From an optimization exercise on the open Yosys and OpenROAD flow, aimed at small area; shortcuts taken in it are not production practice. Function was checked by simulation only, so behaviour that the tests miss may differ from the original. Power figures rest on the tool's default switching activity, not on a simulated workload.

==> inputs of v4 <==
## sce
module sce (
    input  wire        clk,
    input  wire        rst,           
    input  wire        strobe,        
    input  wire        bus_valid,
    input  wire        bus_write,
    input  wire [7:0]  bus_addr,
    input  wire [31:0] bus_wdata,
    output wire        bus_ready,
    output reg  [31:0] bus_rdata,
    output reg         bus_err,
    input  wire        ready_in,
    input  wire        fault_in,
    output wire [7:0]  pwm_a,
    output wire [7:0]  pwm_b,
    output wire [7:0]  pwm_c,
    output wire        en_a,
    output wire        en_b,
    output wire        en_c,
    output wire        drv_reset,
    output wire        drv_sleep,
    output wire        led_success,
    output wire        led_fault
);
clock: 18.0 ns
lec_check: 0
cap_margin: 20
core_margin: 2
core_utilization: 40
cts_buf_list: sky130_fd_sc_hd__clkbuf_8
slew_margin: 20
synth_memory_max_bits: 32768
run.sh (not shown) runs the stock make flow with config.mk's settings and CLKGATE_MAP_FILE= SYNTH_SCRIPT=/design/flow/synth_recipe.tcl, a recipe that flattens the netlist after the stock synthesis.
==> inputs of v17, as changes to v4 <==
==> flow/flow/run.sh (new file) <==
#!/bin/bash
# Own layout flow: the standard flow (standard.sh, ORFS from synthesis to
# the final layout) with two changes on make's command line:
#   SYNTH_SCRIPT       flow/area_synth.tcl: the standard synthesis with
#                      Yosys's default ABC mapping (see that file);
#   BUFFER_PORTS_ARGS  the port buffers that ORFS puts on every input and
#                      output are sky130_fd_sc_hd__buf_1 cells;
#   CTS_ARGS           clock tree buffers from CTS_BUF (below), sinks
#                      clustered by CTS_CLUSTER, no dummy loads.
# Everything else (floorplan, tap cells, power grid, placement, CTS,
# routing, the settings in config.mk) is the standard flow's. make's output
# goes to flow.log here; each ORFS step logs under orfs/logs/.
set -euo pipefail
cd "$(dirname "${BASH_SOURCE[0]}")/.."
work=$PWD
CTS_BUF=${CTS_BUF:-sky130_fd_sc_hd__clkbuf_8}
CTS_CLUSTER=${CTS_CLUSTER:-}
cts="-sink_clustering_enable -repair_clock_nets -buf_list $CTS_BUF -dont_use_dummy_load"
if [[ -n $CTS_CLUSTER ]]; then cts="$cts -sink_clustering_size $CTS_CLUSTER"; fi
grep -q 'SYNTH_SCRIPT=' standard.sh
sed -e "s#SYNTH_SCRIPT=[^ ]*#SYNTH_SCRIPT=$work/flow/area_synth.tcl 'BUFFER_PORTS_ARGS=-buffer_cell sky130_fd_sc_hd__buf_1' 'CTS_ARGS=$cts'#" \
    standard.sh > own_standard.sh
bash own_standard.sh finish > flow.log 2>&1
test -s out/final.def
==> flow/flow/area_synth.tcl (new file) <==
# The standard synthesis (synth_recipe.tcl in the work folder, sourced
# unchanged) with one difference: the combinational logic is mapped with
# Yosys's default ABC script for liberty libraries, instead of ORFS's
# abc_speed.script with its buffering and up-sizing. The flip-flops are
# mapped by dfflibmap before this step, so every register keeps the name
# and cell type the standard synthesis gives it.
proc abc {args} {
  foreach opt {-script -D -constr} {
    set i [lsearch -exact $args $opt]
    if { $i >= 0 } {
      set args [lreplace $args $i [expr {$i + 1}]]
    }
  }
  log_cmd yosys abc {*}$args
}
source [file join [file dirname [file dirname [file normalize [info script]]]] synth_recipe.tcl]
==> flow/standard.sh (new file) <==
#!/bin/bash
# synth_recipe.tcl (not shown) runs the flow's synth.tcl, then flattens the netlist and writes it again
# the make line also repeats each setting of config.mk as NAME=value (left out here)
make -C /OpenROAD-flow-scripts/flow DESIGN_CONFIG=/design/flow/config.mk WORK_HOME=/design/flow/orfs CLKGATE_MAP_FILE= SYNTH_SCRIPT=/design/flow/synth_recipe.tcl "${@:-finish}"
Settings changed: CTS_BUF_LIST sky130_fd_sc_hd__clkbuf_8 to not set.
removed: flow/run.sh
==> summary.txt <==
Final instance area: v4 0.01357 mm²; v17 0.01124 mm²
Power Clock: v4 295 µW; v17 187 µW
Number of instances in the synthesized netlist: v4 1,571; v17 1,336
Die boundary height: v4 176.5 µm; v17 161.9 µm
WP data arrival: v4 6840 ps; v17 5470 ps
Int Pwr: v4 501.7 µW; v17 566.7 µW
Setup slack on the worst flop-to-flop path: v4 10,200 ps; v17 10,800 ps
Fraction of area in multi-input gates: v4 60.55%; v17 61.29%
Slew Limit Headroom: v4 28.62%; v17 27.66%
Lkg Pwr: v4 0.004587 µW; v17 0.003776 µW
Number of global-route vias before repair: v4 11,450; v17 9,981
Clock share of power: v4 43.1%; v17 19.6%
Most frequent standard cell in the layout excluding fill and tap cells: v4 sky130_fd_sc_hd__nand2_1; v17 sky130_fd_sc_hd__nor2_1
Final Hold Slack: v4 475.2 ps; v17 517.6 ps
Global Route met2 Usage: v4 40.56%; v17 39.36%
Worst-case setup margin in the final layout: v4 7564 ps; v17 8928 ps
Result of the run: v4 complete, no violations; v17 complete, no violations

========
==> 10-19: inputs <==
Another version of the RTL of sce (not shown whole).
Settings: LEC_CHECK=0, CAP_MARGIN=0, CORE_MARGIN=2, CORE_UTILIZATION=60, PLACE_DENSITY=0.85, SLEW_MARGIN=0, SYNTH_MEMORY_MAX_BITS=32768; clock period 18.0 ns.
standard.sh (not shown) runs the stock make flow with config.mk's settings and CLKGATE_MAP_FILE= SYNTH_SCRIPT=/design/flow/synth_recipe.tcl, a recipe that flattens the netlist after the stock synthesis.
==> flow/flow/run.sh <==
#!/bin/bash
# Own layout flow: the standard flow (standard.sh, ORFS from synthesis to
# the final layout) with three changes on make's command line:
#   SYNTH_SCRIPT       flow/area_synth.tcl: the standard synthesis, with the
#                      combinational logic mapped for area (see that file);
#   BUFFER_PORTS_ARGS  the port buffers that ORFS puts on every input and
#                      output are sky130_fd_sc_hd__buf_1 cells;
#   CTS_ARGS           the clock tree is built from
#                      sky130_fd_sc_hd__clkbuf_8 cells, without dummy loads.
# Everything else (floorplan, tap cells, power grid, placement, CTS,
# routing, the settings in config.mk) is the standard flow's. make's output
# goes to flow.log here; each ORFS step logs under orfs/logs/.
set -euo pipefail
cd "$(dirname "${BASH_SOURCE[0]}")/.."
work=$PWD
cts="-sink_clustering_enable -repair_clock_nets -buf_list sky130_fd_sc_hd__clkbuf_8 -dont_use_dummy_load"
grep -q 'SYNTH_SCRIPT=' standard.sh
sed -e "s#SYNTH_SCRIPT=[^ ]*#SYNTH_SCRIPT=$work/flow/area_synth.tcl 'BUFFER_PORTS_ARGS=-buffer_cell sky130_fd_sc_hd__buf_1' 'CTS_ARGS=$cts'#" \
    standard.sh > own_standard.sh
bash own_standard.sh finish > flow.log 2>&1
test -s out/final.def
==> flow/flow/abc_map.script <==
strash; &get -n; &fraig -x; &put; dc2; strash; dch -f; amap; topo
==> flow/flow/area_synth.tcl <==
# The standard synthesis (synth_recipe.tcl in the work folder, sourced
# unchanged) with two differences in how the combinational logic is mapped:
#  - ABC runs flow/abc_map.script (the start of Yosys's default ABC script
#    for liberty libraries, then ABC's area-oriented mapper amap) instead of
#    ORFS's abc_speed.script with its buffering and up-sizing;
#  - ADDER_MAP_FILE is cleared, so adders are not extracted into
#    half/full-adder cells but left to ABC as plain logic.
# The flip-flops are mapped by dfflibmap, which neither change touches, so
# every register keeps the name and cell type the standard synthesis gives.
proc abc {args} {
  foreach opt {-script -D -constr} {
    set i [lsearch -exact $args $opt]
    if { $i >= 0 } {
      set args [lreplace $args $i [expr {$i + 1}]]
    }
  }
  log_cmd yosys abc -script $::area_synth_abc_script {*}$args
}
set ::area_synth_abc_script [file join [file dirname [file normalize [info script]]] abc_map.script]
set ::env(ADDER_MAP_FILE) ""
source [file join [file dirname [file dirname [file normalize [info script]]]] synth_recipe.tcl]
==> 03-18 (differences from 10-19) <==
==> flow/flow/abc_map.script (replaced) <==
strash; &get -n; &fraig -x; &put; dc2; strash; &get -n; &dch -f; &nf -R 1000 -C 32 -p; &put
--- a/flow/flow/area_synth.tcl
+++ b/flow/flow/area_synth.tcl
@@ -1,8 +1,8 @@
 # The standard synthesis (synth_recipe.tcl in the work folder, sourced
 # unchanged) with two differences in how the combinational logic is mapped:
-#  - ABC runs flow/abc_map.script (the start of Yosys's default ABC script
-#    for liberty libraries, then ABC's area-oriented mapper amap) instead of
-#    ORFS's abc_speed.script with its buffering and up-sizing;
+#  - ABC runs flow/abc_map.script (Yosys's default ABC script for liberty
+#    libraries, with an area-leaning &nf) instead of ORFS's
+#    abc_speed.script with its buffering and up-sizing;
 #  - ADDER_MAP_FILE is cleared, so adders are not extracted into
 #    half/full-adder cells but left to ABC as plain logic.
 # The flip-flops are mapped by dfflibmap, which neither change touches, so
==> summary.txt <==
Against 10-19, the sequential share of layout area of 03-18 is lower by 0.16 points. Between 03-18 and 10-19, the lower register-to-register slack is in 10-19 (gap 0.60 ns). In clock-buffer cell count, 03-18 and 10-19 do not differ. Against 03-18, the via count of 10-19 is higher by 2.7%. In 03-18 the wire length is lower than in 10-19, by about 8%. Against 10-19, the die area of 03-18 is higher by about 0.33%. In 03-18 the non-clock buffer count is higher than in 10-19, by 2.
==> figures <==
metric	03-18	10-19
Status	timing/DRC/antenna clean	timing/DRC/antenna clean
Met3 Use GR	0.0760	0.105
Internal power	0.000651 W	0.000773 W
Number of instances in the placed design	1542	1578
Leakage power	3.32 nW	3.22 nW
Avg Vias per Cell	6.85	6.87
First element of the critical path	bus_addr[5]	bus_addr[7]
Area of placed instances	0.00973 sq mm	0.00967 sq mm
Path depth of the worst reg2reg path	29	42
Post-DP HPWL	21.3 mm	24.4 mm
Overall global routing resource usage	0.367	0.408
Sw frac	0.475	0.540
Ratio of layout area to synthesized area	1.118x	1.116x
Total power after layout	0.00124 W	0.00168 W
Number of detailed-route iterations in the first pass	8	7
Stage delay of the slowest cell on the critical path	0.78 ns	0.61 ns

========
==> inputs of run a <==
sce, a different RTL version from the one above (not shown whole).
clock: 18.0 ns
lec_check: 0
cap_margin: 0
core_margin: 2
core_utilization: 40
gpl_timing_driven: 0
slew_margin: 0
synth_memory_max_bits: 32768
==> flow/flow/abc_map.script <==
strash; &get -n; &fraig -x; &put; dc2; strash; &get -n; &dch -f; &nf -R 1000 -C 32 -p; &put
==> flow/flow/area_synth.tcl <==
# The standard synthesis (synth_recipe.tcl in the work folder, sourced
# unchanged) with two differences in how the combinational logic is mapped:
#  - ABC runs flow/abc_map.script (Yosys's default ABC script for liberty
#    libraries, with an area-leaning &nf) instead of ORFS's
#    abc_speed.script with its buffering and up-sizing;
#  - ADDER_MAP_FILE is cleared, so adders are not extracted into
#    half/full-adder cells but left to ABC as plain logic.
# The flip-flops are mapped by dfflibmap, which neither change touches, so
# every register keeps the name and cell type the standard synthesis gives.
proc abc {args} {
  foreach opt {-script -D -constr} {
    set i [lsearch -exact $args $opt]
    if { $i >= 0 } {
      set args [lreplace $args $i [expr {$i + 1}]]
    }
  }
  log_cmd yosys abc -script $::area_synth_abc_script {*}$args
}
set ::area_synth_abc_script [file join [file dirname [file normalize [info script]]] abc_map.script]
set ::env(ADDER_MAP_FILE) ""
source [file join [file dirname [file dirname [file normalize [info script]]]] synth_recipe.tcl]
Scripts as last shown in full above: flow/flow/run.sh
==> run b (differences from run a) <==
--- a/flow/design.v
+++ b/flow/design.v
@@ -100,10 +100,11 @@
     wire s_add   = (state == S_ADD);
     wire s_norm  = (state == S_NORM);
     wire s_round = (state == S_ROUND);
     wire s_post  = (state == S_POST);
     wire s_fmod  = (state == S_FMOD);
+    wire s_fidx  = (state == S_FIDX);
     wire s_fnorm = (state == S_FNORM);
     wire s_pack  = (state == S_PACK);
     wire s_idx   = (state == S_IDX);
     wire go       = s_idle & strobe & arm & ~halted & ~speed_nonfinite;
     wire halt_now = s_idle & strobe & arm & ~halted & speed_nonfinite;
@@ -358,15 +359,16 @@
     always @(*) begin
         state_n = state;
         case (state)
             S_IDLE:  if (go) state_n = S_ALIGN;
             S_ALIGN: if (al_done) state_n = S_ADD;
-            S_ADD:   if (add_end) state_n = fneg ? S_FNORM : ((sub & ~co_sum) ? S_ROUND : S_NORM);
+            S_ADD:   if (add_end) state_n = fneg ? S_FIDX : ((sub & ~co_sum) ? S_ROUND : S_NORM);
             S_NORM:  if (nm_done) state_n = S_ROUND;
             S_ROUND: if (rnd_end) state_n = S_POST;
             S_POST:  state_n = negm ? S_NORM : (fm ? S_FMOD : ((xneg & ~op2) ? S_ALIGN : S_PACK));
-            S_FMOD:  if (fm_end) state_n = xneg ? S_ALIGN : S_FNORM;
+            S_FMOD:  if (fm_end) state_n = xneg ? S_ALIGN : S_FIDX;
+            S_FIDX:  state_n = S_FNORM;
             S_FNORM: if (!fn_step) state_n = S_PACK;
             S_PACK:  state_n = S_IDX;
             S_IDX:   if (jc == 6'd23) state_n = S_LK0;
             S_LK0:   state_n = S_LK1;
             S_LK1:   state_n = S_LK2;
@@ -481,11 +483,11 @@
             e <= psm0 ? ep1 : es1;
         else if (al_done)
             e <= 8'd0;
         else if (al_short || al_cap || add_end)
             e <= target;
-        else if (fm_end)
+        else if (s_fidx || (fm_end && xneg))
             e <= 8'd138;
         else if (e_inc || e_dec)
             e <= e_pm;
         if (go || (al_done && psm) || add_end || nm_done || post_neg || post_op2 || s_pack)
             jc <= 6'd0;
==> flow/flow/run.sh (replaced) <==
#!/bin/bash
# Own layout flow: the standard flow (standard.sh, ORFS from synthesis to
# the final layout) with two changes on make's command line:
#   SYNTH_SCRIPT       flow/area_synth.tcl: the standard synthesis with
#                      Yosys's default ABC mapping (see that file);
#   BUFFER_PORTS_ARGS  the port buffers that ORFS puts on every input and
#                      output are sky130_fd_sc_hd__buf_1 cells;
#   CTS_ARGS           clock tree buffers from CTS_BUF (below), sinks
#                      clustered by CTS_CLUSTER, no dummy loads.
# Everything else (floorplan, tap cells, power grid, placement, CTS,
# routing, the settings in config.mk) is the standard flow's. make's output
# goes to flow.log here; each ORFS step logs under orfs/logs/.
set -euo pipefail
cd "$(dirname "${BASH_SOURCE[0]}")/.."
work=$PWD
CTS_BUF=${CTS_BUF:-sky130_fd_sc_hd__clkbuf_8}
CTS_CLUSTER=${CTS_CLUSTER:-}
CTS_ROOT=${CTS_ROOT:-}
cts="-sink_clustering_enable -repair_clock_nets -buf_list $CTS_BUF -dont_use_dummy_load"
if [[ -n $CTS_ROOT ]]; then cts="$cts -root_buf $CTS_ROOT"; fi
if [[ -n $CTS_CLUSTER ]]; then cts="$cts -sink_clustering_size $CTS_CLUSTER"; fi
grep -q 'SYNTH_SCRIPT=' standard.sh
sed -e "s#SYNTH_SCRIPT=[^ ]*#SYNTH_SCRIPT=$work/flow/area_synth.tcl 'BUFFER_PORTS_ARGS=-buffer_cell sky130_fd_sc_hd__buf_1' 'CTS_ARGS=$cts'#" \
    standard.sh > own_standard.sh
bash own_standard.sh finish > flow.log 2>&1
test -s out/final.def
Settings changed: GPL_TIMING_DRIVEN 0 to unset.
==> comparison <==
Final cell count: run a is smaller than run b (about 1.3%).
Against run a, the sequential power of run b is lower by about 3%.
Clock-buffer cell count is the same in run a and run b.
Setup slack: run a is higher than run b (0.44 ns).
Clock power is about the same in run a and run b.
Between run a and run b, the lower total power is in run b (gap about 56%, measured against run b).
In area after synthesis, run b and run a hardly differ.
Run a passed the timing, design-rule and antenna checks. Run b finished clean.
Of run b and run a, run a has the higher cell area (gap about 0.35%, measured against run a).
Between run b and run a, the lower global-route usage is in run a (gap 0.90 points).

[separate check: timing with driven ports]
How much do the figures lean on ideal ports? The routed layouts below were timed once more, with nothing changed but the port constraints.
Step 1 assumes that a clkbuf_16 drives the clock port and a buf_2 every other input.
Step 2 adds t to the input delays and takes it off the output delays; t is the mean of the earliest and latest rising clock arrival at the registers after step 1. Input paths then give back, and output paths get back, about the clock's delay inside the block.
Slacks: ideal ports / drivers / drivers and shift; pairs: ideal ports / drivers.
run	shift t [ns]	slack for setup (ns)	hold slack, ns	latest minus earliest clock arrival (ns)	pins driven straight from the clock port
v4	0.496	7.564 / 7.541 / 7.541	0.475 / 0.475 / 0.475	0.017 / 0.017	1
v17	0.480	8.928 / 8.905 / 8.905	0.518 / 0.518 / 0.518	0.032 / 0.032	1
10-19	0.491	8.193 / 8.173 / 8.173	0.467 / 0.467 / 0.467	0.029 / 0.029	1
03-18	0.476	8.778 / 8.758 / 8.758	0.468 / 0.468 / 0.468	0.041 / 0.041	1
run a	0.480	8.537 / 8.513 / 8.513	0.472 / 0.472 / 0.472	0.051 / 0.051	1
run b	0.486	8.094 / 8.075 / 8.075	0.480 / 0.480 / 0.480	0.041 / 0.041	1
After both steps setup and hold are still met in every run listed. The setup slack of run a, which loses most, moves by -0.024 ns with the drivers and by -0.024 ns with both steps.
